What follows belongs to an exercise in optimizing a design on an open flow for small area, a short achievable clock period and few clock cycles; a production flow would make more cautious choices.
Only simulation tests tie the RTL to the original design; equivalence was not proved.
Power is estimated from default activity; no workload was simulated.

==> flow/flow/run.sh <==
#!/bin/bash
# Standard ORFS layout, but with the port buffers built from the smallest
# plain buffer (buf_1) instead of the delay buffer buffer_ports picks by
# default; the resizer upsizes them where timing or fanout needs it.
set -euo pipefail
bash standard.sh synth > synth.log 2>&1
bash standard.sh "BUFFER_PORTS_ARGS=-buffer_cell sky130_fd_sc_hd__buf_1" finish > layout.log 2>&1
==> flow/standard.sh <==
#!/bin/bash
# synth_recipe.tcl (not shown) runs the flow's synth.tcl, then flattens the netlist and writes it again
# the make line also repeats each setting of config.mk as NAME=value (left out here)
make -C /OpenROAD-flow-scripts/flow DESIGN_CONFIG=/design/flow/config.mk WORK_HOME=/design/flow/orfs CLKGATE_MAP_FILE= SYNTH_SCRIPT=/design/flow/synth_recipe.tcl "${@:-finish}"
==> flow/config.mk <==
export PLATFORM = sky130hd
export DESIGN_NAME = intlit_parse
export DESIGN_NICKNAME = intlit_parse
export VERILOG_FILES = /design/flow/design.v
export SDC_FILE = /design/flow/constraint.sdc
export NUM_CORES = 4
export LEC_CHECK = 0
export CAP_MARGIN = 20
export CORE_MARGIN = 2
export CORE_UTILIZATION = 40
export SETUP_SLACK_MARGIN = 2.5
export SLEW_MARGIN = 20
export SYNTH_HIERARCHICAL = 1
export TNS_END_PERCENT = 100
==> flow/constraint.sdc <==
create_clock -name core_clock -period 7.0 [get_ports {clk}]
set_input_delay 1.4000 -clock core_clock [delete_from_list [all_inputs] [get_ports {clk}]]
set_output_delay 1.4000 -clock core_clock [all_outputs]
set_load 0.01 [all_outputs]
==> flow/design.v <==
module intlit_parse (
    input  wire        clk,
    input  wire        rst,
    input  wire        cmd_valid,
    output wire        cmd_ready,
    input  wire [31:0] cmd,
    input  wire [31:0] soft_code,
    input  wire [31:0] hard_code,
    input  wire        tok_empty,
    input  wire        ch_valid,
    output wire        ch_ready,
    input  wire [7:0]  ch_data,
    input  wire        ch_last,
    output wire        rsp_valid,
    input  wire        rsp_ready,
    output wire [3:0]  rsp_status,
    output wire [31:0] rsp_code,
    output wire [31:0] rsp_word0,
    output wire [31:0] rsp_word1
);
    localparam [3:0] P_START  = 4'd0;   
    localparam [3:0] P_NEG    = 4'd1;   
    localparam [3:0] P_BANG   = 4'd2;   
    localparam [3:0] P_BANG0  = 4'd3;   
    localparam [3:0] P_ZERO   = 4'd4;   
    localparam [3:0] P_HEXPFX = 4'd5;   
    localparam [3:0] P_HEX    = 4'd6;   
    localparam [3:0] P_DEC    = 4'd7;   
    localparam [3:0] P_ERR    = 4'd8;   
    reg        s_tok;
    reg        s_rsp;
    reg        ref_cmd;     
    reg        ref_type;    
    reg        sgn;         
    reg  [5:0] wm1;         
    reg [31:0] soft_q;
    reg [31:0] hard_q;
    reg  [3:0] pstate;
    reg        neg_q;
    reg [63:0] acc;         
    reg        ovf;         
    wire cmd_fire = cmd_valid && cmd_ready;
    wire ch_fire  = ch_valid && s_tok;
    assign cmd_ready = !s_tok && (!s_rsp || rsp_ready);
    assign ch_ready  = s_tok;
    assign rsp_valid = s_rsp;
    always @(posedge clk) begin
        if (rst) begin
            s_tok <= 1'b0;
            s_rsp <= 1'b0;
        end else if (cmd_fire) begin
            s_tok <= !tok_empty;
            s_rsp <= tok_empty;
        end else if (ch_fire && ch_last) begin
            s_tok <= 1'b0;
            s_rsp <= 1'b1;
        end else if (s_rsp && rsp_ready) begin
            s_rsp <= 1'b0;
        end
    end
    always @(posedge clk) begin
        if (cmd_fire) begin
            ref_cmd  <= (cmd[3:0] != 4'h1) || cmd[4] || (cmd[7:6] != 2'b00) ||
                        (cmd[31:16] != 16'h0000);
            ref_type <= (cmd[15:8] == 8'd0) || (cmd[15:8] > 8'd64);
            sgn      <= cmd[5];
            wm1      <= cmd[13:8] - 6'd1;
            soft_q   <= soft_code;
            hard_q   <= hard_code;
        end
    end
    wire       is_dec   = (ch_data >= "0") && (ch_data <= "9");
    wire       is_alpha = ((ch_data >= "a") && (ch_data <= "f")) ||
                          ((ch_data >= "A") && (ch_data <= "F"));
    wire       is_hex   = is_dec || is_alpha;
    wire [3:0] hex_val  = is_alpha ? (ch_data[3:0] + 4'd9) : ch_data[3:0];
    wire hexmode = (pstate == P_HEXPFX) || (pstate == P_HEX);
    wire acc_en  = ch_fire && (hexmode ? is_hex : is_dec);
    wire [2:0]  lo  = {1'b0, acc[1:0]} + {1'b0, ch_data[3:1]};
    wire        c2  = lo[2];
    wire [60:0] gg, pp, p0;
    ilp_mul5_pg u_pg (.a(acc), .g(gg), .p(pp), .p0(p0));
    wire [61:0] cy  = {gg | (pp & {61{c2}}), c2};      
    wire [63:0] dec_next = {p0 ^ cy[60:0], lo[1:0], ch_data[0]};
    wire        dec_ovf  = (acc[63:61] != 3'd0) || cy[61];
    wire [63:0] hex_next = {acc[59:0], hex_val};
    wire        hex_ovf  = acc[63:60] != 4'd0;
    wire [63:0] acc_next = hexmode ? hex_next : dec_next;
    wire        ovf_next = ovf || (hexmode ? hex_ovf : dec_ovf);
    wire [63:0] ge_wm1;
    ilp_therm u_therm (.t(wm1), .ge(ge_wm1));
    wire [63:0] ge_w = {ge_wm1[62:0], 1'b0};
    wire [3:0] hi_w_d, hi_wm1_d, lo_wm1_d;
    ilp_anyset u_hi_w   (.a(acc_next), .m(ge_w),    .y(hi_w_d));      
    ilp_anyset u_hi_wm1 (.a(acc_next), .m(ge_wm1),  .y(hi_wm1_d));    
    ilp_anyset u_lo_wm1 (.a(acc_next), .m(~ge_wm1), .y(lo_wm1_d));    
    reg [3:0] hi_w_q, hi_wm1_q, lo_wm1_q;
    always @(posedge clk) begin
        if (cmd_fire) begin
            acc    <= 64'd0;
            ovf    <= 1'b0;
            hi_w_q   <= 4'd0;
            hi_wm1_q <= 4'd0;
            lo_wm1_q <= 4'd0;
        end else if (acc_en) begin
            acc    <= acc_next;
            ovf    <= ovf_next;
            hi_w_q   <= hi_w_d;
            hi_wm1_q <= hi_wm1_d;
            lo_wm1_q <= lo_wm1_d;
        end
    end
    always @(posedge clk) begin
        if (cmd_fire) begin
            pstate <= P_START;
            neg_q  <= 1'b0;
        end else if (ch_fire) begin
            case (pstate)
                P_START: begin
                    if (ch_data == "-")      pstate <= P_NEG;
                    else if (ch_data == "!") pstate <= P_BANG;
                    else if (ch_data == "0") pstate <= P_ZERO;
                    else if (is_dec)         pstate <= P_DEC;
                    else                     pstate <= P_ERR;
                    neg_q <= (ch_data == "-");
                end
                P_NEG: begin
                    if (ch_data == "0")      pstate <= P_ZERO;
                    else if (is_dec)         pstate <= P_DEC;
                    else                     pstate <= P_ERR;
                end
                P_BANG:  pstate <= (ch_data == "0") ? P_BANG0  : P_ERR;
                P_BANG0: pstate <= (ch_data == "x") ? P_HEXPFX : P_ERR;
                P_ZERO: begin
                    if (ch_data == "x")      pstate <= P_HEXPFX;
                    else if (is_dec)         pstate <= P_DEC;
                    else                     pstate <= P_ERR;
                end
                P_HEXPFX: pstate <= is_hex ? P_HEX : P_ERR;
                P_HEX:    pstate <= is_hex ? P_HEX : P_ERR;
                P_DEC:    pstate <= is_dec ? P_DEC : P_ERR;
                default:  pstate <= P_ERR;
            endcase
        end
    end
    wire        w_gt32 = wm1[5];
    wire [63:0] lz;
    ilp_prefix_or u_lz (.a(acc), .y(lz));
    wire        hi_w   = |hi_w_q;
    wire        hi_wm1 = |hi_wm1_q;
    wire        lo_wm1 = |lo_wm1_q;
    wire        nz     = hi_wm1 || lo_wm1;
    wire refused      = ref_cmd || ref_type;
    wire form_dec = (pstate == P_ZERO) || (pstate == P_DEC);
    wire form_hex = (pstate == P_HEX);
    wire nomatch  = !refused && !(form_dec || form_hex);
    wire parsed   = !refused && (form_dec || form_hex);
    wire m_w      = !neg_q && (form_hex || !sgn);    
    wire m_wm1    = !neg_q && !form_hex && sgn;      
    wire m_half   = neg_q && sgn;                    
    wire m_zero   = neg_q && !sgn;                   
    wire m_ext    = !neg_q && form_hex && sgn;       
    wire bad   = ovf || (m_w && hi_w) || (m_wm1 && hi_wm1) ||
                 (m_half && (hi_w || (hi_wm1 && lo_wm1))) || (m_zero && nz);
    wire ok    = parsed && !bad;
    wire oor = parsed && bad;
    wire ext   = m_ext && hi_wm1;
    wire [63:0] pattern = neg_q ? (acc ^ {lz[62:0], 1'b0}) : (acc | ({64{ext}} & ge_w));
    assign rsp_status = ref_cmd  ? 4'h8 :
                        ref_type ? 4'h9 :
                        nomatch  ? 4'h1 :
                        oor    ? 4'h2 : 4'h0;
    assign rsp_code   = ({32{nomatch}} & soft_q) | ({32{oor}} & hard_q);
    assign rsp_word0  = {32{ok}} & pattern[31:0];
    assign rsp_word1  = {32{ok && w_gt32}} & pattern[63:32];
endmodule
module ilp_mul5_pg (
    input  wire [63:0] a,
    output reg  [60:0] g,
    output reg  [60:0] p,
    output reg  [60:0] p0
);
    integer j, l, k;
    always @(*) begin
        for (j = 0; j < 61; j = j + 1) begin
            g[j]  = a[j] & a[j + 2];
            p[j]  = a[j] ^ a[j + 2];
            p0[j] = p[j];
        end
        for (l = 0; l < 6; l = l + 1)
            for (j = 0; j < 61; j = j + 1)
                if ((j >> l) & 1) begin
                    k = ((j >> l) << l) - 1;
                    g[j] = g[j] | (p[j] & g[k]);
                    p[j] = p[j] & p[k];
                end
    end
endmodule
module ilp_therm (
    input  wire [5:0]  t,
    output reg  [63:0] ge
);
    integer i;
    always @(*) for (i = 0; i < 64; i = i + 1) ge[i] = (i >= t);
endmodule
module ilp_anyset (
    input  wire [63:0] a,
    input  wire [63:0] m,
    output wire [3:0]  y
);
    wire [63:0] am = a & m;
    assign y = {|am[63:48], |am[47:32], |am[31:16], |am[15:0]};
endmodule
module ilp_prefix_or (
    input  wire [63:0] a,
    output reg  [63:0] y
);
    integer m, n, q;
    always @(*) begin
        y = a;
        for (n = 0; n < 6; n = n + 1)
            for (m = 0; m < 64; m = m + 1)
                if ((m >> n) & 1) begin
                    q = ((m >> n) << n) - 1;
                    y[m] = y[m] | y[q];
                end
    end
endmodule
==> impl_metrics.ini, run 1 <==
[setup_path]
cpMaxStageDelayCell = or4_4
r2r-start = acc[22]$_SDFFE_PP0P_
crit_required_ps = 5600
worst-path-buf-inv = 2
crit_path_start_kind = register
cp-end-kind = output port
crit_chain = nor4_4 > nand4_1 > buf_6 > or4_4 > or3_1 > a221oi_1 > a311oi_1 > buf_2
critPathMaxFanout = 11
cpPeakStageDelay_ps = 520
crit_family = simple AND/OR/NAND/NOR gates
crit_arrival_ps = 3080
rr_worst_depth = 17
cp.depth = 8
worstReg2RegEnd = lo_wm1_q[3]$_SDFFE_PP0P_
rrSetupSlack_ps = 2720
critical_path_class = register to output port

[power_and_ir_drop]
report.power.total_mw = 2.37
power_density_nw_per_um2 = 148
peakVddDrop_mv = 0.119
power.leakage_nw = 6.41

[synth]
synth_area_per_cell_um2 = 8.00
syn_area_um2 = 14000
yosysWarnings = 10
syn_inst = 1754

[routing]
first_iter_violations = 1318
drcViolationCount = 0
wl_per_cell_um = 20.2
firstDrtPassIters = 6
routed_via_density = 6.13
ant_nets = 0
routed_wirelength_um = 47900
num_vias = 14500

[floorplan]
pin_count = 214
die-area_um2 = 36600
die_height_um = 191
rows = 68
start_util_pct = 40.6
die_w_um = 191
coreArea_um2 = 34500

[sta]
post-route-worst-setup-slack_ps = 2520
finalSetupTns_ps = 0
fin_skew_ps = 10.8
max_slew_margin_pct = 30.7
fmax_mhz = 223
min_period_ps = 4480
tightest_slew_ps = 1040
finalHoldViolCount = 0
fin_crit_sh_pct = 64.0
setup_viol = 0
rsz0062_at_grt = yes
report.final.slew_viol_count = 0

[hold_path]
hp-class = register to register
min_path_cells = 2
hold_path_end = hi_w_q[3]$_SDFFE_PP0P_
hp-start = hi_w_q[3]$_SDFFE_PP0P_

[global_routing]
grt_pass1_vias = 13100
grt-ovfl-total = 0
antenna_found_initial = 1
grt_start_max_net_pins = 83
grt_usage_pct = 25.0
grt_pass1_wl_um = 73000

[finish]
stdcell_count = 2371
fin_nets = 2083
stdcell_area_um2 = 16000
drive_gt1_share_pct = 9.97
nFillCells = 3491
area_growth_pct = 13.9
diodes = 0

[clocking]
tritoncts = built
ctsLongestPathBuffers = 2
cts_root_buf = clkbuf_16
cts_num_sinks = 157
hold_buffers = 0
path_clk_slew_ps = 70
clock_latency_ps = 440
numCtsBuffers = 17
htree_levels = 4

[placed_design]
routabilityCongestion = 0.936
place_area_um2 = 15100
dp.cells = 2326
port_buffers = 212
dp_hpwl_um = 34300
place_ws_ps = 2350

[status]
status = complete, no violations

[flow_run]
drv_cap = 0
state kept, by name, summed over array words and instances, names as in the netlist:
signal	cells
acc	64
s_tok	1
sgn	1
soft_q	32
lo_wm1_q	4
ovf	1
hi_wm1_q	4
hi_w_q	4
hard_q	32
neg_q	1
s_rsp	1
wm1	6
pstate	4
ref_cmd	1
ref_type	1
worst max-delay path by stage:
| stage | slack [ps] | start | end |
|---|---|---|---|
| after floorplan | 3050 | ch_data[2] | hi_w_q[3]$_SDFFE_PP0P_ |
| after global placement | 2380 | ch_data[2] | hi_wm1_q[0]$_SDFFE_PP0P_ |
| after detailed placement | 2350 | ch_data[2] | hi_wm1_q[1]$_SDFFE_PP0P_ |
| after CTS | 2470 | neg_q$_SDFFE_PP0P_ | rsp_word0[15] |
| after global routing | 2430 | acc[2]$_SDFFE_PP0P_ | rsp_word0[30] |
| final | 2520 | acc[2]$_SDFFE_PP0P_ | rsp_word0[30] |
where the power goes:
part	internal, mW	switching (mW)
logic	0.106	0.246
registers	1.00	0.0271
clock network	0.542	0.445
layout make-up:
class	count	area (um2)	share of cell area, %
multi-input cells	1373	9450	59.1
clock inverters	14	174	1.09
clock buffers	18	429	2.69
well taps	455	569	3.56
inverters	113	429	2.69
repair buffers	241	1040	6.53
flip-flops and latches	157	3890	24.3
layout by cell type (no fill, tap or decap), drive strengths merged, types with 4 or more instances in the layout:
master  count
edfxtp     73
nor4       22
inv       121
dfxtp      84
nor3       84
nor2b      10
a221oi    113
and2       21
xnor2       6
nand4      28
nand2     158
o31ai       7
a22o       82
or4         5
and3       26
o21ai     105
a21o       33
o21bai      9
nor2      196
xor2       64
a21oi     123
a31oi       7
nand4b      5
or2        13
a311oi     64
and4        6
o21a        4
clkbuf     19
nand3      35
buf       240
ha         68
nand3b      8
or3        12
a211oi      7
nand2b     11
metal layers:
layer | GRT usage, % | share of wire, %
met1 | 36.0 | 45
met4 | 7.81 | 2.1
met5 | 0 | 0
met3 | 3.16 | 6.9
met2 | 38.8 | 46
worst register-to-register path, cell delays in order (launching register included):
cell and delay (ps):
dfxtp_1 510, ha_1 340, a21oi_1 170, nand2_1 90, a221o_1 430, a221o_1 390
a31oi_4 170, buf_4 200, o21ai_4 90, a311o_1 370, a21oi_1 150, xor2_1 210
o21ai_0 210, a22o_1 310, a221oi_2 180, nand4_1 150, nand2_1 90, a21oi_1 70
what timing repair did:
| item | in CTS | in global routing |
|---|---|---|
| endpoints found under the setup margin | 61 | 67 |
| resized for setup | 9 | 39 |
| cloned | 0 | 0 |
| pin swaps | 3 | 6 |
| setup buffers | 5 | 8 |
stage by stage:
stage / utilization (%) / hold slack [ps]
floorplan: - / 431
global placement: 43.6 / 446
detailed placement: 43.6 / 449
CTS: 45.6 / 462
global route: 46.3 / 486
finish: 46.3 / 456
Testbench counts, summed over its fixed seeds: cycles 23,027.
==> inputs of run 2 (changes only) <==
--- a/flow/config.mk
+++ b/flow/config.mk
@@ -9,3 +9,3 @@
 export CORE_MARGIN = 2
-export CORE_UTILIZATION = 40
+export CORE_UTILIZATION = 65
 export SETUP_SLACK_MARGIN = 2.5
==> impl_metrics.ini, run 2 <==
[flow_run]
drv_cap = 0

[synth]
syn_area_um2 = 14000
yosysWarnings = 10
synth_area_per_cell_um2 = 8.00
syn_inst = 1754

[setup_path]
crit_chain = or3_1 > a21oi_1 > a221oi_1 > a311oi_1 > buf_1
cpPeakStageDelay_ps = 730
cp-end-kind = output port
crit_arrival_ps = 3060
critical_path_class = register to output port
crit_start = wm1[2]$_DFFE_PP_
cpMaxStageDelayCell = edfxtp_1
crit_required_ps = 5600
crit_path_start_kind = register
critPathMaxFanout = 25
r2r-start = acc[0]$_SDFFE_PP0P_

[sta]
fin_crit_sh_pct = 63.7
setup_viol = 0
fmax_mhz = 224
max_slew_margin_pct = 23.7
finalSetupTns_ps = 0
min_period_ps = 4460
finalHoldViolCount = 0
rsz0062_at_grt = yes
fin_skew_ps = 18.2
report.final.slew_viol_count = 0
tightest_slew_ps = 1140

[finish]
regMostFlops = acc
layout_commonest_cell = buf_1
area_growth_pct = 11.7
drive_gt1_share_pct = 8.93
reg.largest.list = acc: 64 flops, hard_q: 32 flops, soft_q: 32 flops
largest_reg_flops = 64
final_cell_mix = 211 x buf_1, 195 x nor2_1, 155 x nand2_1
diodes = 0
fin_nets = 2081

[placed_design]
routabilityCongestion = 1.01
dp_hpwl_um = 32100
port_buffers = 212

[routing]
first_iter_violations = 1891
drcViolationCount = 0
ant_nets = 0
num_vias = 15100
firstDrtPassIters = 7
wl_per_cell_um = 21.1
routed_wirelength_um = 46200
routed_via_density = 6.90

[power_and_ir_drop]
p_int_mw = 1.62
power_frac_comb_pct = 15.4
power_density_nw_per_um2 = 150
p_clk_share_pct = 40.7
switchingPower_mw = 0.730
power.share.switching_pct = 31.1
power.leakage_nw = 6.36
report.power.total_mw = 2.35
peakVddDrop_mv = 0.199
seqPwrFrac_pct = 43.9

[floorplan]
die-area_um2 = 22800
coreArea_um2 = 21100
die_height_um = 151
rows = 53
die_w_um = 151
start_util_pct = 66.5
pin_count = 214

[global_routing]
grt_pass1_wl_um = 70100
antenna_found_initial = 0
met3_usage_pct = 7.86
grt_start_max_net_pins = 109
grt_pass1_vias = 13300
grt_util_met1_pct = 52.2
met2_usage_pct = 61.7
busiest_layer = met2
grt_usage_pct = 38.6
grt-ovfl-total = 0

[hold_path]
hp-class = register to register
hp-start = hi_w_q[0]$_SDFFE_PP0P_

[clocking]
numCtsBuffers = 17
clock_latency_ps = 440
path_clk_slew_ps = 60
htree_levels = 4
tritoncts = built
cts_root_buf = clkbuf_16
ctsLongestPathBuffers = 2
hold_buffers = 0
cts_num_sinks = 157

[status]
status = complete, no violations
## run 2: final cells by class
class,count,area (um2)
tap,275,344
timing repair buffer,238,1040
sequential,157,3880
fill,1650,5420
multi-input combinational,1374,9390
inverter,113,429
clock inverter,14,155
clock buffer,18,429
## run 2: per-layer routing
layer,up-vias,wire [um]
met5,-,54
met4,2,1320
met3,140,5110
met2,935,21700
met1,7073,18000
li1,6945,-
## run 2: final timing paths
check | endpoint | slack (ps) | depth (start not counted)
worst max register to register | hi_wm1_q[3]$_SDFFE_PP0P_ | 2650 | 17
worst min register to register | hi_w_q[0]$_SDFFE_PP0P_ | 460 | 2
worst max-delay path | rsp_word0[9] | 2540 | 5
worst min-delay path | hi_w_q[0]$_SDFFE_PP0P_ | 460 | 2
## run 2: power groups by stage
stage,Clock [mW],Combinational (mW),Sequential (mW)
6_report,0.956,0.360,1.03
5_1_grt,0.988,0.380,1.03
4_1_cts,0.952,0.337,1.03
3_5_place_dp,0,0.320,1.05
3_3_place_gp,0,0.313,1.05
2_1_floorplan,0,0.233,1.04
## run 2: repair_timing
item                                    in CTS  in global routing
cloned                                       1                  0
resized for setup                            3                 23
pin swaps                                    4                  3
setup buffers                                4                  4
endpoints found under the setup margin      41                 62
## run 2: per-stage QoR
step	setup WS [ps]	util [%]	cell area, um2	hold slack [ps]	instances
after floorplan	3050	-	14000	431	1755
after global placement	2460	70.4	14800	442	2146
after detailed placement	2410	70.5	14900	452	2147
after CTS	2390	73.6	15500	462	2184
after global routing	2470	74.3	15700	474	2189
final	2540	74.3	15700	465	2189
## run 2: critical path, delay by kind of cell, from the launching register on
kind / cells / cell delay, ps
compound gates: 3 / 1010
buf+inv: 1 / 190
flops: 1 / 730
simple gates: 1 / 680
==> inputs of run 3 (changes only) <==
--- a/flow/config.mk
+++ b/flow/config.mk
@@ -9,6 +9,5 @@
 export CORE_MARGIN = 2
-export CORE_UTILIZATION = 65
-export SETUP_SLACK_MARGIN = 2.5
+export CORE_UTILIZATION = 55
+export SETUP_SLACK_MARGIN = 3
 export SLEW_MARGIN = 20
 export SYNTH_HIERARCHICAL = 1
-export TNS_END_PERCENT = 100
==> impl_metrics.ini, run 3 <==
[routing]
firstDrtPassIters = 6
wl_per_cell_um = 21.6
ant_nets = 0
routed_via_density = 6.65
num_vias = 15300
routed_wirelength_um = 49800
drcViolationCount = 0
first_iter_violations = 1751

[finish]
largest_reg_flops = 64
layout_commonest_cell = nor2_1
area_growth_pct = 27.5
nFillCells = 2030
diodes = 0
fin_nets = 2144
final_cell_mix = 189 x nor2_1, 149 x nand2_1, 118 x buf_1
stdcell_count = 2307
drive_gt1_share_pct = 25.5
fin_util_pct = 71.2
regMostFlops = acc
reg.largest.list = acc: 64 flops, hard_q: 32 flops, soft_q: 32 flops
stdcell_area_um2 = 17900

[global_routing]
grt_usage_pct = 33.9
met3_usage_pct = 5.81
grt_pass1_wl_um = 72300
grt_start_max_net_pins = 82
met2_usage_pct = 53.1
grt-ovfl-total = 0
grt_pass1_vias = 13300
busiest_layer = met2
antenna_found_initial = 0
grt_util_met1_pct = 47.4

[sta]
tightest_slew_ps = 1120
max_slew_margin_pct = 25.3
setup_viol = 0
finalSetupTns_ps = 0
min_period_ps = 4310
finalHoldViolCount = 0
post-route-worst-setup-slack_ps = 2690
report.final.slew_viol_count = 0
fin_crit_sh_pct = 61.6
fin_skew_ps = 19.0
fmax_mhz = 232
whs_ps = 471
rsz0062_at_grt = yes

[clocking]
htree_levels = 4
numCtsBuffers = 17
path_clk_slew_ps = 90
cts_root_buf = clkbuf_16
tritoncts = built
ctsLongestPathBuffers = 2
cts_num_sinks = 157
clock_latency_ps = 440

[placed_design]
dp.cells = 2204
place_ws_ps = 2550
place_area_um2 = 14900
routabilityCongestion = 0.955
port_buffers = 212
dp_hpwl_um = 31600

[power_and_ir_drop]
power.leakage_nw = 7.47
peakVddDrop_mv = 0.150
report.power.total_mw = 2.41
power_density_nw_per_um2 = 135

[setup_path]
worst-path-buf-inv = 3
critical_path_class = register to output port
cpMaxStageDelayCell = or4b_4
critPathMaxFanout = 8
cpPeakStageDelay_ps = 570
crit_start = lo_wm1_q[1]$_SDFFE_PP0P_
r2r-start = acc[21]$_SDFFE_PP0P_
cp-end-kind = output port
crit_family = compound AO/OA/AOI/OAI gates
crit_arrival_ps = 2910
crit_required_ps = 5600
crit_chain = or4b_4 > o32a_1 > o221ai_4 > nand2_4 > buf_12 > buf_16 > a311oi_2 > buf_2
crit_path_start_kind = register

[hold_path]
hp-class = register to register
hp-start = hi_wm1_q[0]$_SDFFE_PP0P_

[floorplan]
rows = 58
die_w_um = 164
pin_count = 214
start_util_pct = 55.9
die-area_um2 = 26800
coreArea_um2 = 25100
die_height_um = 164

[synth]
synth_area_per_cell_um2 = 8.00
syn_inst = 1754
syn_area_um2 = 14000
yosysWarnings = 10

[flow_run]
drv_cap = 0

[status]
status = complete, no violations
-- run 3: worst min-delay path, cell delays in order (launching register included) --
cell,delay (ps)
dfxtp_2,330
nand2_1,50
a21oi_1,50
-- run 3: area by class of cell --
class	instances	area, um2	share of cell area [%]
flip-flops and latches	157	3960	22.1
repair buffers	301	2000	11.2
multi-input cells	1374	10500	58.7
inverters	113	434	2.43
clock buffers	17	425	2.38
well taps	330	413	2.31
clock inverters	15	164	0.917
-- run 3: layer usage --
layer	wire, um	vias to the layer above
met2	23200	810
met1	20600	7297
met3	4590	125
met5	0	-
met4	1410	0
li1	-	7101
-- run 3: worst paths after layout --
path	end	slack (ps)	cells after the start
hold / removal	hi_wm1_q[0]$_SDFFE_PP0P_	470	2
hold reg to reg	hi_wm1_q[0]$_SDFFE_PP0P_	470	2
setup / recovery	rsp_word0[30]	2690	8
setup reg to reg	hi_wm1_q[3]$_SDFFE_PP0P_	3060	19
-- run 3: where the power goes --
part	total [mW]	switching, mW	internal (mW)
registers	1.02	0.0238	0.996
clock network	0.964	0.482	0.482
logic	0.425	0.286	0.139
-- run 3: timing repair --
| item | in CTS | in global routing |
|---|---|---|
| endpoints found under the hold margin | 0 | 0 |
| gates resized for setup | 210 | 234 |
| gates cloned | 8 | 2 |
| hold buffers | 0 | 0 |
| setup endpoints to repair | 112 | 154 |
| setup buffers | 23 | 38 |
| pin swaps | 43 | 74 |
==> inputs of run 4 (changes only) <==
--- a/flow/config.mk
+++ b/flow/config.mk
@@ -10,4 +10,5 @@
 export CORE_UTILIZATION = 55
-export SETUP_SLACK_MARGIN = 3
+export SETUP_SLACK_MARGIN = 2.5
 export SLEW_MARGIN = 20
 export SYNTH_HIERARCHICAL = 1
+export TNS_END_PERCENT = 10
==> impl_metrics.ini, run 4 <==
[status]
status = complete, no violations

[floorplan]
coreArea_um2 = 25100
start_util_pct = 55.9
rows = 58
die_w_um = 164
die_height_um = 164
pin_count = 214
die-area_um2 = 26800

[routing]
num_vias = 14600
ant_nets = 0
routed_via_density = 6.50
drcViolationCount = 0
wl_per_cell_um = 19.8
firstDrtPassIters = 6
routed_wirelength_um = 44500
first_iter_violations = 1499

[clocking]
cts_root_buf = clkbuf_16
path_clk_slew_ps = 70
ctsLongestPathBuffers = 2
htree_levels = 4
cts_num_sinks = 157
clock_latency_ps = 430
numCtsBuffers = 17
tritoncts = built

[power_and_ir_drop]
seqPwrFrac_pct = 44.2
power.share.switching_pct = 31.8
p_clk_share_pct = 41.2
switchingPower_mw = 0.738
power_density_nw_per_um2 = 148
report.power.total_mw = 2.32
power.leakage_nw = 6.35
peakVddDrop_mv = 0.145
p_int_mw = 1.58
power_frac_comb_pct = 14.6

[hold_path]
hp-start = hi_w_q[3]$_SDFFE_PP0P_
min_path_cells = 2
hp-class = register to register
hold_path_end = hi_w_q[3]$_SDFFE_PP0P_

[finish]
fin_nets = 2080
reg.largest.list = acc: 64 flops, hard_q: 32 flops, soft_q: 32 flops
stdcell_area_um2 = 15700
layout_commonest_cell = buf_1
area_growth_pct = 11.8
stdcell_count = 2243
nFillCells = 2326
largest_reg_flops = 64
drive_gt1_share_pct = 8.78
multi_input_area_um2 = 9350
fin_util_pct = 62.5
regMostFlops = acc
diodes = 0
regArea_um2 = 3880
final_cell_mix = 212 x buf_1, 195 x nor2_1, 157 x nand2_1

[flow_run]
drv_cap = 0

[setup_path]
critical_path_class = register to output port
crit_arrival_ps = 3120
crit_path_start_kind = register
r2r-start = acc[17]$_SDFFE_PP0P_
critPathMaxFanout = 32
rr_worst_depth = 17
cp-end-kind = output port
worstReg2RegEnd = hi_wm1_q[3]$_SDFFE_PP0P_
crit_required_ps = 5600
rrSetupSlack_ps = 2710

[placed_design]
dp.cells = 2204
place_ws_ps = 2550
place_area_um2 = 14900
port_buffers = 212
routabilityCongestion = 0.955
dp_hpwl_um = 31600

[sta]
tightest_slew_ps = 1070
whs_ps = 473
min_period_ps = 4520
finalSetupTns_ps = 0
post-route-worst-setup-slack_ps = 2480
fin_skew_ps = 16.9
fin_crit_sh_pct = 64.6
finalHoldViolCount = 0
fmax_mhz = 221
rsz0062_at_grt = yes
setup_viol = 0
max_slew_margin_pct = 28.6
report.final.slew_viol_count = 0

[synth]
syn_inst = 1754
syn_area_um2 = 14000
yosysWarnings = 10
synth_area_per_cell_um2 = 8.00

[global_routing]
antenna_found_initial = 0
grt_pass1_wl_um = 68800
grt-ovfl-total = 0
grt_start_max_net_pins = 82
grt_pass1_vias = 12800
grt_usage_pct = 32.0
==> run 4: layer usage <==
metal | GRT usage, % | up-vias | wire [um]
met1 | 46.1 | 6914 | 19400
met4 | 9.41 | 0 | 916
met5 | 0 | - | 0
li1 | - | 6949 | -
met2 | 50.1 | 647 | 20600
met3 | 4.02 | 80 | 3490
==> run 4: final cells by class <==
class                           count  area share [%]
Clock buffer                       17            2.71
Clock inverter                     15            1.04
Inverter                          113            2.74
Multi-Input combinational cell   1373            59.6
Sequential cell                   157            24.7
Tap cell                          330            2.63
Timing Repair Buffer              238            6.52
==> run 4: worst max path at each step <==
stage	start	endpoint	slack [ps]	cells after the start
6_report	neg_q$_SDFFE_PP0P_	rsp_word0[2]	2480	7
5_1_grt	neg_q$_SDFFE_PP0P_	rsp_word0[14]	2410	7
4_1_cts	acc[0]$_SDFFE_PP0P_	rsp_word0[30]	2480	8
3_5_place_dp	ch_data[2]	hi_w_q[1]$_SDFFE_PP0P_	2550	12
3_3_place_gp	acc[32]$_SDFFE_PP0P_	rsp_word1[27]	2450	6
2_1_floorplan	ch_data[2]	hi_w_q[3]$_SDFFE_PP0P_	3050	13
==> run 4: worst max-delay path: stages (launching register included) <==
cell and delay, ps:
dfxtp_4 520, or4b_1 530, o32a_1 340, o221ai_2 220, nand2_1 90, buf_4 250
a311oi_1 540, buf_1 200
==> run 4: power by group through the flow <==
stage	clock [mW]	sequential, mW	combinational (mW)
2_1_floorplan	0	1.04	0.233
3_3_place_gp	0	1.05	0.314
3_5_place_dp	0	1.05	0.321
4_1_cts	0.970	1.03	0.327
5_1_grt	1.00	1.03	0.366
6_report	0.957	1.03	0.338
==> run 4: what timing repair did <==
item	CTS	global route
hold buffers	0	0
setup endpoints to repair	78	93
hold endpoints to repair	0	0
pin swaps	1	0
buffers inserted	3	4
resized for setup	3	19
==> inputs of run 5 (changes only) <==
--- a/flow/config.mk
+++ b/flow/config.mk
@@ -13,2 +13 @@
 export SYNTH_HIERARCHICAL = 1
-export TNS_END_PERCENT = 10
==> impl_metrics.ini, run 5 <==
[finish]
reg.largest.list = acc: 64 flops, hard_q: 32 flops, soft_q: 32 flops
drive_gt1_share_pct = 9.17
area_growth_pct = 12.3
diodes = 0
stdcell_area_um2 = 15800
stdcell_count = 2249
layout_commonest_cell = buf_1
fin_nets = 2086
final_cell_mix = 212 x buf_1, 195 x nor2_1, 157 x nand2_1
regMostFlops = acc
fin_util_pct = 62.8
largest_reg_flops = 64

[sta]
fmax_mhz = 228
setup_viol = 0
max_slew_margin_pct = 27.4
whs_ps = 470
finalSetupTns_ps = 0
fin_crit_sh_pct = 62.6
rsz0062_at_grt = yes
report.final.slew_viol_count = 0
tightest_slew_ps = 1090
post-route-worst-setup-slack_ps = 2620
min_period_ps = 4380
finalHoldViolCount = 0
fin_skew_ps = 15.5

[setup_path]
endpoint = rsp_word0[30]
critical_path_class = register to output port
crit_arrival_ps = 2980
rr_worst_depth = 17
crit_required_ps = 5600
critPathMaxFanout = 12
crit_path_start_kind = register
r2r-start = acc[17]$_SDFFE_PP0P_
crit_start = acc[3]$_SDFFE_PP0P_
rrSetupSlack_ps = 2700
cp-end-kind = output port
worstReg2RegEnd = hi_wm1_q[3]$_SDFFE_PP0P_

[floorplan]
die_height_um = 164
start_util_pct = 55.9
coreArea_um2 = 25100
die-area_um2 = 26800
rows = 58
pin_count = 214
die_w_um = 164

[placed_design]
routabilityCongestion = 0.955
place_area_um2 = 14900
dp_hpwl_um = 31600
dp.cells = 2204
place_ws_ps = 2550
port_buffers = 212

[power_and_ir_drop]
power_density_nw_per_um2 = 147
report.power.total_mw = 2.32
power.leakage_nw = 6.38
peakVddDrop_mv = 0.145

[routing]
first_iter_violations = 1473
num_vias = 14700
firstDrtPassIters = 6
drcViolationCount = 0
routed_wirelength_um = 44500
routed_via_density = 6.52
wl_per_cell_um = 19.8
ant_nets = 0

[global_routing]
grt_pass1_wl_um = 68800
grt_pass1_vias = 12800
grt_usage_pct = 31.9
antenna_found_initial = 0
grt_start_max_net_pins = 82
grt-ovfl-total = 0

[clocking]
ctsLongestPathBuffers = 2
clock_latency_ps = 430
path_clk_slew_ps = 80
htree_levels = 4
cts_num_sinks = 157
numCtsBuffers = 17
tritoncts = built
cts_root_buf = clkbuf_16

[synth]
yosysWarnings = 10
syn_area_um2 = 14000
synth_area_per_cell_um2 = 8.00
syn_inst = 1754

[hold_path]
hp-class = register to register

[flow_run]
drv_cap = 0

[status]
status = complete, no violations
==> run 5: what timing repair did <==
item                       CTS  global route
pin swaps                    2             0
resized for setup            7            17
hold buffers                 0             0
setup buffers                3            10
setup endpoints to repair   78            93
==> run 5: area by class of cell <==
cell class	instances	area (um2)
multi-input cells	1373	9360
fillers	2318	9350
flip-flops and latches	157	3880
repair buffers	244	1080
inverters	113	429
clock buffers	17	425
well taps	330	413
clock inverters	15	164
==> run 5: report_power, final <==
| group | switching [mW] | internal, mW |
|---|---|---|
| registers | 0.0238 | 1.00 |
| clock network | 0.472 | 0.482 |
| logic | 0.240 | 0.104 |
==> run 5: how the worst min path moves through the flow <==
stage                                 from                     end  cells past startpoint
finish              hi_w_q[0]$_SDFFE_PP0P_  hi_w_q[0]$_SDFFE_PP0P_                      2
global route        hi_w_q[1]$_SDFFE_PP0P_  hi_w_q[1]$_SDFFE_PP0P_                      2
CTS                 hi_w_q[3]$_SDFFE_PP0P_  hi_w_q[3]$_SDFFE_PP0P_                      2
detailed placement  hi_w_q[3]$_SDFFE_PP0P_  hi_w_q[3]$_SDFFE_PP0P_                      2
global placement    hi_w_q[0]$_SDFFE_PP0P_  hi_w_q[0]$_SDFFE_PP0P_                      2
floorplan           hi_w_q[3]$_SDFFE_PP0P_  hi_w_q[3]$_SDFFE_PP0P_                      2
==> run 5: critical path: stages, from the launching register on <==
cell	delay, ps
dfxtp_2	380
nor4_4	350
nand4_1	140
buf_4	210
or4_4	520
or3_1	350
a221oi_1	300
a311oi_1	110
buf_1	180
==> run 5: metal layers <==
metal,GRT usage [%],part of all wire (%),vias to the layer above
met3,4.02,8.2,82
met5,0,0,-
met1,46.0,43,6917
met4,9.33,2.3,0
li1,-,-,6961
met2,50.2,46,695
==> inputs of run 6 (changes only) <==
--- a/flow/config.mk
+++ b/flow/config.mk
@@ -10,3 +10,3 @@
 export CORE_UTILIZATION = 55
-export SETUP_SLACK_MARGIN = 2.5
+export SETUP_SLACK_MARGIN = 2.25
 export SLEW_MARGIN = 20
==> impl_metrics.ini, run 6 <==
[status]
status = complete, no violations

[hold_path]
hp-class = register to register
hold_path_end = hi_w_q[0]$_SDFFE_PP0P_
min_path_cells = 2
hp-start = hi_w_q[0]$_SDFFE_PP0P_

[finish]
layout_commonest_cell = buf_1
area_growth_pct = 10.8
drive_gt1_share_pct = 7.86
final_cell_mix = 212 x buf_1, 195 x nor2_1, 157 x nand2_1
stdcell_count = 2238
stdcell_area_um2 = 15500
fin_nets = 2075
nFillCells = 2285
regMostFlops = acc
largest_reg_flops = 64
reg.largest.list = acc: 64 flops, hard_q: 32 flops, soft_q: 32 flops
diodes = 0

[global_routing]
grt_pass1_wl_um = 68800
grt_pass1_vias = 12600
grt_start_max_net_pins = 102
grt_usage_pct = 32.0
grt-ovfl-total = 0
antenna_found_initial = 0

[setup_path]
critPathMaxFanout = 16
crit_path_start_kind = register
critical_path_class = register to output port
cp-end-kind = output port
crit_chain = nor4_1 > nand4b_1 > nor4_4 > buf_4 > buf_4 > nand4_1 > a221oi_1 > a311oi_1 > buf_1
crit_arrival_ps = 3190
worstReg2RegEnd = hi_w_q[3]$_SDFFE_PP0P_
cpPeakStageDelay_ps = 560
crit_required_ps = 5600
rrSetupSlack_ps = 2580
cp_common_cell = buf_4
cpMaxStageDelayCell = nor4_1
r2r-start = acc[5]$_SDFFE_PP0P_
rr_worst_depth = 17

[sta]
fin_skew_ps = 15.8
min_period_ps = 4590
fmax_mhz = 218
finalSetupTns_ps = 0
setup_viol = 0
report.final.slew_viol_count = 0
finalHoldViolCount = 0
fin_crit_sh_pct = 65.6
max_slew_margin_pct = 33.2
tightest_slew_ps = 992
rsz0062_at_grt = no

[routing]
first_iter_violations = 1545
wl_per_cell_um = 19.7
routed_wirelength_um = 44100
firstDrtPassIters = 6
num_vias = 14400
routed_via_density = 6.43
ant_nets = 0
drcViolationCount = 0

[power_and_ir_drop]
peakVddDrop_mv = 0.133
power_density_nw_per_um2 = 150
power.leakage_nw = 6.27

[clocking]
clock_latency_ps = 450
cts_root_buf = clkbuf_16
path_clk_slew_ps = 70
htree_levels = 4
cts_num_sinks = 157
tritoncts = built
ctsLongestPathBuffers = 2
numCtsBuffers = 17

[floorplan]
pin_count = 214
rows = 58
die-area_um2 = 26800
start_util_pct = 55.9
die_height_um = 164
coreArea_um2 = 25100
die_w_um = 164

[placed_design]
dp.cells = 2204
routabilityCongestion = 0.969
port_buffers = 212
place_area_um2 = 14900
dp_hpwl_um = 31900

[synth]
yosysWarnings = 10
syn_inst = 1754
synth_area_per_cell_um2 = 8.00
syn_area_um2 = 14000

[flow_run]
drv_cap = 0
run 6: final cells by class:
cell class / count / area, um2 / area share [%]
multi-input cells: 1373 / 9290 / 59.7
clock inverters: 14 / 149 / 0.958
flip-flops and latches: 157 / 3880 / 24.9
clock buffers: 18 / 429 / 2.76
inverters: 113 / 432 / 2.78
repair buffers: 233 / 957 / 6.16
well taps: 330 / 413 / 2.66
run 6: per-layer routing:
metal	global-route usage, %	vias up	part of all wire, %	wire length [um]
met1	46.7	6797	45	19800
met4	8.61	0	1.7	729
met2	49.8	605	46	20400
met5	0	-	0	0
met3	3.96	54	7.3	3200
li1	-	6937	-	-
run 6: critical path: cells and delay by family (launching register included):
kind / cells / cell delay (ps)
AOI/OAI and AO/OA: 2 / 410
DFF: 1 / 410
and+or+nand+nor: 4 / 1310
buffers and inverters: 3 / 600
run 6: how the worst max path moves through the flow:
stage                         start                endpoint  slack, ps
6_report       acc[32]$_SDFFE_PP0P_           rsp_word1[26]       2410
5_1_grt        acc[12]$_SDFFE_PP0P_           rsp_word1[19]       2290
4_1_cts        acc[12]$_SDFFE_PP0P_           rsp_word1[26]       2260
3_5_place_dp             ch_data[2]  hi_w_q[0]$_SDFFE_PP0P_       2510
3_3_place_gp   acc[12]$_SDFFE_PP0P_           rsp_word1[30]       2480
2_1_floorplan             rsp_ready     hard_q[0]$_DFFE_PP_       2400
run 6: stage by stage:
step	util, %	hold WS, ps	power (mW)	worst slack [ps]
global route	61.9	486	2.40	2290
detailed placement	59.5	448	1.37	2510
global placement	59.4	438	1.36	2480
CTS	61.8	457	2.32	2260
finish	61.9	456	2.32	2410
floorplan	-	431	1.27	2400
run 6: power breakdown:
group / internal (mW) / leakage (nW) / switching (mW) / total [mW]
Combinational: 0.101 / 4.62 / 0.235 / 0.336
Clock: 0.504 / 0.271 / 0.457 / 0.962
Sequential: 1.00 / 1.38 / 0.0265 / 1.03
run 6: what timing repair did:
item                                    CTS  global route
resized for setup                         0             2
endpoints found under the setup margin    0            49
hold buffers                              0             0
setup buffers                             0             2
==> inputs of run 7 (changes only) <==
--- a/flow/design.v
+++ b/flow/design.v
@@ -152,3 +152,3 @@
     wire        nz     = hi_wm1 || lo_wm1;
-    wire refused      = ref_cmd || ref_type;
+    wire refused  = ref_cmd || ref_type;
     wire form_dec = (pstate == P_ZERO) || (pstate == P_DEC);
@@ -165,3 +165,3 @@
     wire ok    = parsed && !bad;
-    wire oor = parsed && bad;
+    wire oor   = parsed && bad;           
     wire ext   = m_ext && hi_wm1;
@@ -171,3 +171,3 @@
                         nomatch  ? 4'h1 :
-                        oor    ? 4'h2 : 4'h0;
+                        oor      ? 4'h2 : 4'h0;
     assign rsp_code   = ({32{nomatch}} & soft_q) | ({32{oor}} & hard_q);
--- a/flow/config.mk
+++ b/flow/config.mk
@@ -10,3 +10,3 @@
 export CORE_UTILIZATION = 55
-export SETUP_SLACK_MARGIN = 2.25
+export SETUP_SLACK_MARGIN = 2.75
 export SLEW_MARGIN = 20
==> impl_metrics.ini, run 7 <==
[status]
status = complete, no violations

[power_and_ir_drop]
peakVddDrop_mv = 0.144
power.leakage_nw = 6.74
power_frac_comb_pct = 16.6
p_int_mw = 1.61
switchingPower_mw = 0.767
seqPwrFrac_pct = 43.1
power.share.switching_pct = 32.3
p_clk_share_pct = 40.4
power_density_nw_per_um2 = 143

[sta]
finalHoldViolCount = 0
fmax_mhz = 234
rsz0062_at_grt = yes
post-route-worst-setup-slack_ps = 2730
fin_skew_ps = 17.7
min_period_ps = 4270
setup_viol = 0
tightest_slew_ps = 1200
max_slew_margin_pct = 19.9
fin_crit_sh_pct = 61.1
finalSetupTns_ps = 0
report.final.slew_viol_count = 0

[finish]
fin_nets = 2099
fin_util_pct = 65.9
regMostFlops = acc
reg.largest.list = acc: 64 flops, hard_q: 32 flops, soft_q: 32 flops
diodes = 0
largest_reg_flops = 64
final_cell_mix = 195 x nor2_1, 189 x buf_1, 150 x nand2_1
area_growth_pct = 18.0
layout_commonest_cell = nor2_1
nFillCells = 2212
drive_gt1_share_pct = 16.0

[floorplan]
die_height_um = 164
die-area_um2 = 26800
die_w_um = 164
rows = 58
coreArea_um2 = 25100
pin_count = 214
start_util_pct = 55.9

[setup_path]
critPathMaxFanout = 5
crit_path_start_kind = register
cp-end-kind = output port
rr_worst_depth = 18
rrSetupSlack_ps = 2940
worstReg2RegEnd = hi_wm1_q[3]$_SDFFE_PP0P_
cpMaxStageDelayCell = dfxtp_4
crit_chain = nor4_4 > nand4_1 > buf_6 > buf_4 > or3_4 > or2_4 > a221oi_2 > a311oi_2 > buf_2
cpPeakStageDelay_ps = 370
r2r-start = acc[3]$_SDFFE_PP0P_
crit_arrival_ps = 2870
critical_path_class = register to output port
crit_required_ps = 5600

[global_routing]
grt_pass1_wl_um = 69700
grt_start_max_net_pins = 82
grt_pass1_vias = 12900
antenna_found_initial = 0
grt_usage_pct = 32.4
grt-ovfl-total = 0

[flow_run]
drv_cap = 0

[routing]
routed_via_density = 6.55
routed_wirelength_um = 46000
first_iter_violations = 1655
drcViolationCount = 0
ant_nets = 0
firstDrtPassIters = 8
num_vias = 14800
wl_per_cell_um = 20.3

[placed_design]
routabilityCongestion = 0.955
port_buffers = 212
place_ws_ps = 2550
dp_hpwl_um = 31600

[clocking]
cts_root_buf = clkbuf_16
clock_latency_ps = 440
path_clk_slew_ps = 70
ctsLongestPathBuffers = 2
tritoncts = built
htree_levels = 4
numCtsBuffers = 17
cts_num_sinks = 157

[hold_path]
min_path_cells = 2
hp-class = register to register
hp-start = hi_w_q[3]$_SDFFE_PP0P_
hold_path_end = hi_w_q[3]$_SDFFE_PP0P_

[synth]
syn_area_um2 = 14000
yosysWarnings = 10
synth_area_per_cell_um2 = 8.00
syn_inst = 1754
[run 7: how the worst max path moves through the flow]
stage                         startpoint                     end  slack [ps]  depth (start not counted)
global route         acc[1]$_SDFFE_PP0P_           rsp_word1[10]        2600                         10
CTS                  acc[3]$_SDFFE_PP0P_           rsp_word1[27]        2650                         11
global placement    acc[32]$_SDFFE_PP0P_           rsp_word1[27]        2450                          6
finish               acc[1]$_SDFFE_PP0P_           rsp_word0[15]        2730                          9
floorplan                     ch_data[2]  hi_w_q[3]$_SDFFE_PP0P_        3050                         13
detailed placement            ch_data[2]  hi_w_q[1]$_SDFFE_PP0P_        2550                         12
[run 7: worst max-delay path, delay by kind of cell (launching register included)]
kind | cells | cell delay [ps]
AND/OR/NAND/NOR | 4 | 1130
buffers and inverters | 3 | 530
AO/OA/AOI/OAI | 2 | 410
flip-flops | 1 | 370
[run 7: stage by stage]
stage	cells	area [um2]	power, mW	hold slack [ps]
finish	2262	16600	2.37	470
detailed placement	2204	14900	1.37	455
floorplan	1755	14000	1.27	431
global placement	2203	14900	1.36	444
global route	2262	16600	2.45	491
CTS	2253	16000	2.34	472
[run 7: area by class of cell]
| cell class | count | area [um2] | share of cell area (%) |
|---|---|---|---|
| clock buffers | 17 | 425 | 2.57 |
| clock inverters | 15 | 164 | 0.990 |
| inverters | 113 | 429 | 2.59 |
| multi-input cells | 1374 | 9930 | 60.0 |
| flip-flops and latches | 157 | 3930 | 23.7 |
| well taps | 330 | 413 | 2.49 |
| repair buffers | 256 | 1260 | 7.64 |
[run 7: repair_timing]
| item | in CTS | in global routing |
|---|---|---|
| buffers inserted | 17 | 7 |
| resized for setup | 55 | 153 |
| pin swaps | 9 | 28 |
| cloned | 0 | 2 |
| hold buffers | 0 | 0 |
| setup endpoints to repair | 103 | 109 |
[run 7: power groups by stage]
stage                     logic [mW]  registers (mW)  clock network (mW)
after floorplan                0.233            1.04                   0
after global placement         0.314            1.05                   0
after detailed placement       0.321            1.05                   0
after CTS                      0.340            1.02               0.970
after global routing           0.422            1.03                1.00
final                          0.393            1.02               0.959
[run 7: metal layers]
metal  global-route usage, %  vias to the layer above  part of all wire [%]
met5                       0                        -                     0
met4                    9.57                        0                   2.3
met3                    4.72                       84                   7.8
met2                    51.1                      668                    47
met1                    46.2                     7075                    43
li1                        -                     6993                     -
Testbench counts of run 7, summed over its fixed seeds: cycles 23,027.
==> inputs of run 8 (changes only) <==
--- a/flow/config.mk
+++ b/flow/config.mk
@@ -10,3 +10,4 @@
 export CORE_UTILIZATION = 55
-export SETUP_SLACK_MARGIN = 2.75
+export PLACE_DENSITY = 0.75
+export SETUP_SLACK_MARGIN = 2.5
 export SLEW_MARGIN = 20
==> impl_metrics.ini, run 8 <==
[routing]
first_iter_violations = 1667
ant_nets = 0
firstDrtPassIters = 6
drcViolationCount = 0
num_vias = 14800
routed_wirelength_um = 46100
wl_per_cell_um = 20.5
routed_via_density = 6.56

[power_and_ir_drop]
power_density_nw_per_um2 = 147
power.leakage_nw = 6.41
seqPwrFrac_pct = 44.1
power_frac_comb_pct = 15.3
peakVddDrop_mv = 0.149
switchingPower_mw = 0.742
power.share.switching_pct = 31.8
p_clk_share_pct = 40.6
p_int_mw = 1.59

[floorplan]
coreArea_um2 = 25100
pin_count = 214
die_height_um = 164
start_util_pct = 55.9
die_w_um = 164
die-area_um2 = 26800
rows = 58

[finish]
reg.largest.list = acc: 64 flops, hard_q: 32 flops, soft_q: 32 flops
layout_commonest_cell = buf_1
regMostFlops = acc
area_growth_pct = 13.2
fin_util_pct = 63.3
drive_gt1_share_pct = 10.0
fin_nets = 2089
largest_reg_flops = 64
final_cell_mix = 211 x buf_1, 195 x nor2_1, 154 x nand2_1
diodes = 0

[clocking]
cts_root_buf = clkbuf_16
clock_latency_ps = 440
path_clk_slew_ps = 80
ctsLongestPathBuffers = 2
cts_num_sinks = 157
htree_levels = 4
tritoncts = built
numCtsBuffers = 17

[setup_path]
r2r-start = acc[18]$_SDFFE_PP0P_
cpPeakStageDelay_ps = 650
crit_path_start_kind = register
cpMaxStageDelayCell = nor4_1
cp-end-kind = output port
crit_chain = nor4_1 > a31oi_1 > o221ai_4 > nand3_1 > buf_4 > a311oi_1 > buf_1
crit_start = hi_wm1_q[1]$_SDFFE_PP0P_
critPathMaxFanout = 32
crit_required_ps = 5600
critical_path_class = register to output port
worstReg2RegEnd = hi_wm1_q[3]$_SDFFE_PP0P_
rr_worst_depth = 16
crit_arrival_ps = 3020
rrSetupSlack_ps = 2740

[hold_path]
hp-start = hi_w_q[0]$_SDFFE_PP0P_
min_path_cells = 2
hp-class = register to register
hold_path_end = hi_w_q[0]$_SDFFE_PP0P_

[global_routing]
grt_usage_pct = 33.2
grt_pass1_vias = 13200
grt-ovfl-total = 0
grt_start_max_net_pins = 83
grt_pass1_wl_um = 71400
antenna_found_initial = 0

[placed_design]
routabilityCongestion = 0.986
dp_hpwl_um = 31800
port_buffers = 212

[sta]
finalHoldViolCount = 0
tightest_slew_ps = 987
report.final.slew_viol_count = 0
fin_skew_ps = 16.6
fmax_mhz = 226
min_period_ps = 4420
max_slew_margin_pct = 34.2
fin_crit_sh_pct = 63.1
setup_viol = 0
rsz0062_at_grt = yes
finalSetupTns_ps = 0

[flow_run]
drv_cap = 0

[synth]
syn_inst = 1754
yosysWarnings = 10
syn_area_um2 = 14000
synth_area_per_cell_um2 = 8.00

[status]
status = complete, no violations
## run 8: worst max path at each step
stage / end / cells after the start / slack (ps)
finish: rsp_word1[10] / 7 / 2580
global route: rsp_word0[30] / 8 / 2470
CTS: rsp_word0[30] / 7 / 2500
detailed placement: rsp_word0[28] / 6 / 2250
global placement: rsp_word0[28] / 6 / 2320
floorplan: hi_w_q[3]$_SDFFE_PP0P_ / 13 / 3050
## run 8: cell type report
class	instances	area (um2)
Inverter	113	429
Tap cell	330	413
Timing Repair Buffer	246	1110
Fill cell	2266	9220
Clock inverter	15	163
Clock buffer	17	425
Sequential cell	157	3880
Multi-Input combinational cell	1374	9460
## run 8: power groups by stage
stage	logic [mW]	registers (mW)	clock network, mW
after floorplan	0.233	1.04	0
after global placement	0.312	1.05	0
after detailed placement	0.318	1.05	0
after CTS	0.339	1.03	0.952
after global routing	0.385	1.03	0.994
final	0.357	1.03	0.949
## run 8: critical path, delay by kind of cell, from the launching register on
kind            cells  cell delay (ps)
simple gates        2              780
buf+inv             2              480
flops               1              360
compound gates      3              940
## run 8: timing repair
| action | 4_1_cts | 5_1_grt |
|---|---|---|
| hold buffers | 0 | 0 |
| pin swaps | 3 | 5 |
| resized for setup | 6 | 37 |
| setup buffers | 6 | 14 |
| endpoints found under the setup margin | 53 | 73 |
| gates cloned | 1 | 0 |
## run 8: per-layer routing
layer	global-route usage [%]	vias to the layer above	routed length (um)
li1	-	6970	-
met1	46.7	6956	19300
met2	51.9	746	21500
met3	6.79	100	4190
met4	8.89	0	1070
met5	0	-	0
## run 8: metrics by stage
step	worst slack (ps)	cells	hold WS (ps)	power [mW]	area, um2
floorplan	3050	1755	431	1.27	14000
global placement	2320	2199	443	1.36	14900
detailed placement	2250	2199	443	1.37	14900
CTS	2500	2238	457	2.32	15600
global route	2470	2252	476	2.41	15900
finish	2580	2252	457	2.33	15900
==> inputs of run 9 (changes only) <==
--- a/flow/config.mk
+++ b/flow/config.mk
@@ -10,3 +10,3 @@
 export CORE_UTILIZATION = 55
-export PLACE_DENSITY = 0.75
+export GPL_TIMING_DRIVEN = 0
 export SETUP_SLACK_MARGIN = 2.5
==> impl_metrics.ini, run 9 <==
[synth]
synth_area_per_cell_um2 = 8.00
yosysWarnings = 10
syn_area_um2 = 14000
syn_inst = 1754

[finish]
nFillCells = 2282
multi_input_area_um2 = 9560
regArea_um2 = 3890
stdcell_count = 2342
diodes = 0
layout_commonest_cell = buf_1
reg.largest.list = acc: 64 flops, hard_q: 32 flops, soft_q: 32 flops
final_cell_mix = 211 x buf_1, 196 x nor2_1, 154 x nand2_1
stdcell_area_um2 = 16300
fin_nets = 2179
largest_reg_flops = 64
drive_gt1_share_pct = 12.5
regMostFlops = acc
area_growth_pct = 16.2

[routing]
first_iter_violations = 1587
ant_nets = 0
num_vias = 15400
firstDrtPassIters = 9
routed_via_density = 6.56
drcViolationCount = 0
wl_per_cell_um = 21.0
routed_wirelength_um = 49300

[sta]
finalHoldViolCount = 0
fin_skew_ps = 17.2
report.final.slew_viol_count = 0
setup_viol = 0
tightest_slew_ps = 1020
finalSetupTns_ps = 0
min_period_ps = 4480
fmax_mhz = 223
max_slew_margin_pct = 31.0
fin_crit_sh_pct = 63.9
rsz0062_at_grt = yes

[setup_path]
crit_path_start_kind = register
cp-end-kind = output port
cp.depth = 8
rr_worst_depth = 18
crit_family = simple AND/OR/NAND/NOR gates
crit_required_ps = 5600
critical_path_class = register to output port
crit_arrival_ps = 3080
cpMaxStageDelayCell = or4_4
critPathMaxFanout = 7
cpPeakStageDelay_ps = 510
worst-path-buf-inv = 2
crit_chain = nor4_4 > nand4_1 > buf_4 > or4_4 > or3_4 > a221oi_2 > a311oi_2 > clkbuf_2

[clocking]
htree_levels = 4
tritoncts = built
numCtsBuffers = 17
hold_buffers = 0
clock_latency_ps = 440
cts_num_sinks = 157
path_clk_slew_ps = 70
ctsLongestPathBuffers = 2
cts_root_buf = clkbuf_16

[global_routing]
grt_start_max_net_pins = 48
grt-ovfl-total = 0
antenna_found_initial = 0
grt_pass1_wl_um = 74400
grt_pass1_vias = 13600
grt_usage_pct = 35.1

[status]
status = complete, no violations

[floorplan]
die_w_um = 164
pin_count = 214
die-area_um2 = 26800
rows = 58
start_util_pct = 55.9
coreArea_um2 = 25100
die_height_um = 164

[placed_design]
dp.cells = 2297
place_area_um2 = 15300
port_buffers = 210
routabilityCongestion = 0.991
dp_hpwl_um = 37200

[hold_path]
min_path_cells = 2
hp-class = register to register

[power_and_ir_drop]
peakVddDrop_mv = 0.141
power_density_nw_per_um2 = 144
power.leakage_nw = 6.60

[flow_run]
drv_cap = 0
## run 9: worst paths after layout
kind                                        startpoint                     end  slack, ps
worst max-delay path               acc[3]$_SDFFE_PP0P_           rsp_word0[30]       2520
worst min-delay path            hi_w_q[2]$_SDFFE_PP0P_  hi_w_q[2]$_SDFFE_PP0P_        450
worst max register to register    acc[27]$_SDFFE_PP0P_  hi_w_q[2]$_SDFFE_PP0P_       2640
worst min register to register  hi_w_q[2]$_SDFFE_PP0P_  hi_w_q[2]$_SDFFE_PP0P_        450
## run 9: final cells by class
type / count / share of cell area [%]
multi-input combinational: 1373 / 58.6
sequential: 157 / 23.9
timing repair buffer: 225 / 5.62
buffer: 112 / 3.19
inverter: 113 / 2.62
clock buffer: 17 / 2.61
tap: 330 / 2.53
clock inverter: 15 / 0.921
## run 9: what timing repair did
| action | in CTS | in global routing |
|---|---|---|
| pin swaps | 4 | 6 |
| resized for setup | 13 | 112 |
| buffers inserted | 4 | 8 |
| setup endpoints to repair | 66 | 104 |
| cloned | 0 | 1 |
## run 9: routing by layer
metal	global-route usage [%]	wire, um
met1	49.0	21200
met2	56.2	22700
met3	5.88	4220
met4	9.21	1120
met5	0	0
## run 9: through the flow
| stage | hold WS [ps] | utilization (%) | worst slack [ps] | power, mW |
|---|---|---|---|---|
| 6_report | 452 | 64.9 | 2520 | 2.35 |
| 3_5_place_dp | 444 | 60.9 | 2040 | 1.38 |
| 3_3_place_gp | 441 | 60.7 | 1450 | 1.37 |
| 5_1_grt | 465 | 64.9 | 2450 | 2.42 |
| 4_1_cts | 453 | 63.5 | 2450 | 2.33 |
| 2_1_floorplan | 431 | - | 3050 | 1.27 |
## run 9: report_power, final
| part | internal [mW] | total (mW) | switching [mW] |
|---|---|---|---|
| Clock | 0.479 | 0.956 | 0.477 |
| Sequential | 1.00 | 1.02 | 0.0190 |
| Combinational | 0.115 | 0.378 | 0.263 |
| Total | 1.60 | 2.35 | 0.759 |
## run 9: worst reg2reg max path, delay by kind of cell, from the launching register on
family                     cells  cell delay (ps)
AOI/OAI and AO/OA             12             2520
buffers and inverters          2              250
adders and majority gates      1              370
and+or+nand+nor                2              330
DFF                            1              520
xor gates and xnor gates       1              210
==> inputs of run 10 (changes only) <==
--- a/flow/config.mk
+++ b/flow/config.mk
@@ -10,3 +10,3 @@
 export CORE_UTILIZATION = 55
-export GPL_TIMING_DRIVEN = 0
+export CTS_BUF_LIST = sky130_fd_sc_hd__clkbuf_4 sky130_fd_sc_hd__clkbuf_8
 export SETUP_SLACK_MARGIN = 2.5
==> impl_metrics.ini, run 10 <==
[power_and_ir_drop]
power_density_nw_per_um2 = 135
peakVddDrop_mv = 0.123
power.leakage_nw = 6.31

[routing]
num_vias = 14700
met3RoutedLength_um = 3540
ant_nets = 0
firstDrtPassIters = 5
met1_length_um = 19300
drcViolationCount = 0
routed.top_layer = met4
routed_via_density = 6.51
wl_per_cell_um = 19.8
routed_wirelength_um = 44500
first_iter_violations = 1438
wl_met2_um = 20700

[clocking]
htree_levels = 4
path_clk_slew_ps = 120
cts_root_buf = clkbuf_8
ctsLongestPathBuffers = 2
clock_latency_ps = 490
cts_num_sinks = 157
numCtsBuffers = 17
tritoncts = built

[sta]
max_slew_margin_pct = 30.4
finalSetupTns_ps = 0
fmax_mhz = 225
tightest_slew_ps = 1040
rsz0062_at_grt = yes
fin_crit_sh_pct = 63.5
fin_skew_ps = 25.1
finalHoldViolCount = 0
report.final.slew_viol_count = 0
setup_viol = 0
min_period_ps = 4450

[status]
status = complete, no violations

[finish]
largest_reg_flops = 64
final_cell_mix = 211 x buf_1, 195 x nor2_1, 156 x nand2_1
nFillCells = 2353
fin_nets = 2088
drive_gt1_share_pct = 9.42
area_growth_pct = 11.1
reg.largest.list = acc: 64 flops, hard_q: 32 flops, soft_q: 32 flops
fin_util_pct = 62.1
layout_commonest_cell = buf_1
regMostFlops = acc
stdcell_area_um2 = 15600
diodes = 0

[floorplan]
die-area_um2 = 26800
die_w_um = 164
rows = 58
coreArea_um2 = 25100
start_util_pct = 55.9
pin_count = 214
die_height_um = 164

[synth]
yosysWarnings = 10
syn_inst = 1754
syn_area_um2 = 14000
synth_area_per_cell_um2 = 8.00

[global_routing]
antenna_found_initial = 0
grt_start_max_net_pins = 82
grt_pass1_vias = 12800
grt_usage_pct = 32.1
grt_pass1_wl_um = 68900
grt-ovfl-total = 0

[placed_design]
place_area_um2 = 14900
port_buffers = 212
dp_hpwl_um = 31600
routabilityCongestion = 0.955

[flow_run]
drv_cap = 0

[setup_path]
rr_worst_depth = 17
critical_path_class = register to output port
crit_arrival_ps = 3050
crit_path_start_kind = register
cp-end-kind = output port
crit_required_ps = 5600
critPathMaxFanout = 32

[hold_path]
hp-class = register to register
min_path_cells = 2
-- run 10: path summary, 6_finish.rpt --
kind	start	slack [ps]	to
worst max-delay path	lo_wm1_q[1]$_SDFFE_PP0P_	2550	rsp_word0[2]
worst min-delay path	hi_w_q[3]$_SDFFE_PP0P_	470	hi_w_q[3]$_SDFFE_PP0P_
worst max register to register	acc[17]$_SDFFE_PP0P_	2690	hi_wm1_q[3]$_SDFFE_PP0P_
worst min register to register	hi_w_q[3]$_SDFFE_PP0P_	470	hi_w_q[3]$_SDFFE_PP0P_
-- run 10: repair_timing --
item                                    4_1_cts  5_1_grt
cloned                                        0        0
gates resized for setup                      11       15
setup buffers                                 6        9
pin swaps                                     3        1
hold buffers                                  0        0
endpoints found under the setup margin       95       92
-- run 10: through the flow --
| stage | power (mW) | cells | hold slack, ps | setup WS [ps] |
|---|---|---|---|---|
| 6_report | 2.10 | 2251 | 474 | 2550 |
| 3_5_place_dp | 1.37 | 2204 | 455 | 2550 |
| 4_1_cts | 2.09 | 2242 | 475 | 2500 |
| 3_3_place_gp | 1.36 | 2203 | 444 | 2450 |
| 2_1_floorplan | 1.27 | 1755 | 431 | 3050 |
| 5_1_grt | 2.16 | 2251 | 495 | 2420 |
-- run 10: layout make-up --
class | count | area (um2) | area share (%)
multi-input cells | 1373 | 9370 | 60.1
flip-flops and latches | 157 | 3890 | 24.9
repair buffers | 246 | 1090 | 6.99
inverters | 113 | 429 | 2.75
well taps | 330 | 413 | 2.65
clock buffers | 17 | 234 | 1.50
clock inverters | 15 | 164 | 1.05
-- run 10: critical path, cell delays in order, from the launching register on --
cell and delay, ps:
dfxtp_1 350, or4b_1 590, o32a_1 330, o221ai_2 220, nand2_1 90, buf_4 250, a311oi_1 520, buf_1 200
-- run 10: where the power goes --
part           internal, mW  switching (mW)  leakage [nW]  total, mW
Sequential             1.00          0.0236          1.38       1.02
Combinational         0.105           0.240          4.73      0.345
Clock                 0.272           0.456         0.201      0.728
-- run 10: layer usage --
metal / vias to the layer above / track usage [%]
met5: - / 0
li1: 6963 / -
met4: 0 / 10.5
met2: 679 / 50.8
met1: 6950 / 45.9
met3: 73 / 3.18

-- re-timing with driven ports --
No port has a modelled driver above. Below, the same layouts with a new extraction and two added sets of constraints.
Step 1 sets driving cells, clkbuf_16 on the clock port and buf_2 on the other inputs (assumed; they add their load-dependent delay and slew).
Step 2 also shifts input and output timing later by t, the mid clock arrival at the registers, as if the neighbouring blocks saw the same clock.
a / b / c = no drivers / after step 1 / after step 2; a / b = the first two.
run	t, ns	setup slack, ns	worst setup path after step 2	latest minus earliest clock arrival (ns)	worst slew at a driven data input, ns
run 1	0.483	2.522 / 2.471 / 2.377	input to register	0.010 / 0.011	0.07
run 2	0.487	2.540 / 2.487 / 2.413	input to register	0.022 / 0.022	0.04
run 3	0.482	2.691 / 2.642 / 2.678	input to register	0.019 / 0.019	0.05
run 4	0.477	2.478 / 2.428 / 2.414	input to register	0.017 / 0.017	0.05
run 5	0.476	2.621 / 2.572 / 2.426	input to register	0.016 / 0.015	0.05
run 6	0.487	2.410 / 2.361 / 2.413	input to register	0.016 / 0.016	0.04
run 7	0.481	2.725 / 2.676 / 2.462	input to register	0.018 / 0.018	0.05
run 8	0.482	2.582 / 2.536 / 2.348	input to register	0.017 / 0.016	0.06
run 9	0.478	2.524 / 2.477 / 2.131	input to register	0.018 / 0.017	0.05
run 10	0.520	2.555 / 2.509 / 2.475	input to register	0.025 / 0.025	0.05
After both steps setup and hold are still met in every run listed. The setup slack of run 9, which loses most, moves by -0.047 ns with the drivers and by -0.393 ns with both steps.
